This is an optimization exercise on Yosys and OpenROAD, whose aim is small area, a short achievable clock period and few clock cycles per item, not a production implementation. Only simulation tests tie the RTL to the original design; equivalence was not proved.

== alpha ==
==> flow/design.v (excerpt) <==
module emusc_env (
    input  logic        clk,
    input  logic        rst,
    input  logic        cmd_valid,
    output logic        cmd_ready,
    input  logic [2:0]  cmd_op,
    input  logic [23:0] cmd_ta,
    input  logic [23:0] cmd_th,
    input  logic [23:0] cmd_td,
    input  logic [23:0] cmd_tr,
    input  logic [31:0] cmd_sus,
    output logic        rsp_valid,
    output logic [31:0] rsp_level,
    output logic [2:0]  rsp_phase
);
For scale: about 8700 cells after synthesis, about 580 flip-flops, ~170 I/O pins, roughly 68000 sq um of cells after synthesis.
clock: 130.0 ns
lec_check: 0
abc_area: 1
cap_margin: 20
core_margin: 2
core_utilization: 40
slew_margin: 20
run.sh (not shown) runs the stock make flow with config.mk's settings and CLKGATE_MAP_FILE= SYNTH_SCRIPT=/design/flow/synth_recipe.tcl, a recipe that flattens the netlist after the stock synthesis.
Testbench counts of alpha, summed over its fixed seeds: cycles 24,040, items 24,000.
--- input diff alpha..beta ---
# alpha
export LEC_CHECK = 0
export ABC_AREA = 1
export CAP_MARGIN = 20
export CORE_MARGIN = 2
export CORE_UTILIZATION = 40
export SLEW_MARGIN = 20
create_clock -name core_clock -period 130.0 [get_ports {clk}]
# beta
export LEC_CHECK = 0
export ABC_AREA = 1
export CAP_MARGIN = 20
export CORE_MARGIN = 2
export CORE_UTILIZATION = 40
export SLEW_MARGIN = 50
create_clock -name core_clock -period 130.0 [get_ports {clk}]
--- outcome ---
Status: fraction of met1 tracks used by global routing parity (beta, alpha)
Compared with alpha, in beta post-synthesis register bit count comparable; total track usage stayed essentially flat; total area of multi-input combinational cells comparable.

---

Setup of middle:
Another version of the RTL of emusc_env (not shown whole).
Size: ~8700 cells after synthesis, ~580 flip-flops, about 170 I/O pins, roughly 67000 µm² of cells after synthesis.
clock: 130.0 ns
lec_check: 0
abc_area: 1
cap_margin: 20
core_margin: 2
core_utilization: 40
slew_margin: 75
Testbench counts of middle, summed over its fixed seeds: cycles 24,040, items 24,000.
Edits applied to the flow inputs when going from middle to south:
--- a/flow/config.mk
+++ b/flow/config.mk
@@ -11,2 +11,2 @@
-export CORE_UTILIZATION = 40
-export SLEW_MARGIN = 75
+export CORE_UTILIZATION = 55
+export SLEW_MARGIN = 60
--- outcome ---
Summary of south over middle: via count essentially unchanged, register cell area after layout roughly the same, total length of routed wires closely matched the old numbers, buffer share of cell area down 0.33 points.

---

emusc_env again, from the RTL that the note above started with.
## emusc_env
module emusc_env (
    input  logic        clk,
    input  logic        rst,
    input  logic        cmd_valid,
    output logic        cmd_ready,
    input  logic [2:0]  cmd_op,
    input  logic [23:0] cmd_ta,
    input  logic [23:0] cmd_th,
    input  logic [23:0] cmd_td,
    input  logic [23:0] cmd_tr,
    input  logic [31:0] cmd_sus,
    output logic        rsp_valid,
    output logic [31:0] rsp_level,
    output logic [2:0]  rsp_phase
);
    localparam logic [2:0] PH_ATTACK  = 3'd0;
    localparam logic [2:0] PH_HOLD    = 3'd1;
    localparam logic [2:0] PH_DECAY   = 3'd2;
    localparam logic [2:0] PH_SUSTAIN = 3'd3;
    localparam logic [2:0] PH_RELEASE = 3'd4;
    localparam logic [2:0] PH_DONE    = 3'd5;
    localparam logic [2:0] PH_FREE    = 3'd7;
    localparam logic [2:0] OP_START   = 3'd0;
    localparam logic [2:0] OP_TICK    = 3'd1;
    localparam logic [2:0] OP_RELEASE = 3'd2;
    localparam logic [2:0] OP_KILL    = 3'd3;
    localparam logic [2:0] OP_SEEK    = 3'd4;
    localparam logic [2:0] K_ZERO = 3'd0;    
    localparam logic [2:0] K_ONE  = 3'd1;    
    localparam logic [2:0] K_X    = 3'd2;    
    localparam logic [2:0] K_DEC  = 3'd3;    
    localparam logic [2:0] K_SUS  = 3'd4;    
  ...
Settings: LEC_CHECK=0, ABC_AREA=1, CAP_MARGIN=20, CORE_MARGIN=2, CORE_UTILIZATION=40, SLEW_MARGIN=60; clock period 130.0 ns.
Testbench counts at the start, summed over its fixed seeds: cycles 24,040, items 24,000.
==> next run, changes <==
Settings changed: PLACE_DENSITY set to 0.75.
=> Wire length goes down by 1.3%; clock skew goes down by 0.039 ns.
==> next run, changes <==
Settings changed: PLACE_DENSITY 0.75 to 0.82.
Effect: The new run went through all stages and came out clean. Maximum frequency decreases by 0.86%. Clock skew increases by 0.018 ns. Routed wire length increases by 2.1%. Cell area increases by 0.31%.
==> next run, changes <==
Settings changed: CAP_MARGIN 20 to 5, PLACE_DENSITY 0.82 to unset.
Effect: Area after synthesis stays the same; core utilization hardly moves; via count went down by 3.9%; critical path depth does not change; sequential share of layout area hardly moves; maximum frequency barely changes; global-route usage grows by 0.11 points; first-iteration DRC count went down by 21%.

-- what the ideal ports hide --
The flow's constraints put no driver on any port. The routed layouts listed below were extracted and timed again, unchanged, in two steps. Step 1: set_driving_cell puts a clkbuf_16 on clk and a buf_2 on each other input, an assumption about the parent block. Step 2 adds t to the input delays and takes it off the output delays; t is the mean of the earliest and latest rising clock arrival at the registers after step 1. Input paths then give back, and output paths get back, about the clock's delay inside the block. Slacks: ideal / step 1 / step 2; pairs: ideal / step 1.
| run | t (ns) | setup WS [ns] | worst register clock-pin slew, ns | worst slew at a driven data input, ns | cell pins on the clock port's net |
|---|---|---|---|---|---|
| alpha | 0.751 | 101.995 / 102.044 / 101.293 | 0.07 / 0.07 | 0.06 | 1 |
| beta | 0.748 | 102.345 / 102.372 / 101.651 | 0.07 / 0.07 | 0.05 | 1 |
| middle | 0.768 | 102.147 / 102.218 / 101.450 | 0.08 / 0.08 | 0.05 | 1 |
| south | 0.735 | 102.091 / 102.138 / 101.403 | 0.07 / 0.07 | 0.06 | 1 |
| the first run of note 3 | 0.758 | 102.209 / 102.266 / 101.508 | 0.08 / 0.08 | 0.05 | 1 |
| the second run of note 3 | 0.771 | 102.401 / 102.339 / 101.698 | 0.10 / 0.10 | 0.06 | 1 |
| the third run of note 3 | 0.752 | 102.162 / 102.211 / 101.459 | 0.07 / 0.07 | 0.08 | 1 |
| the fourth run of note 3 | 0.758 | 102.209 / 102.266 / 101.508 | 0.08 / 0.08 | 0.05 | 1 |
After both steps every run listed still meets setup and hold.
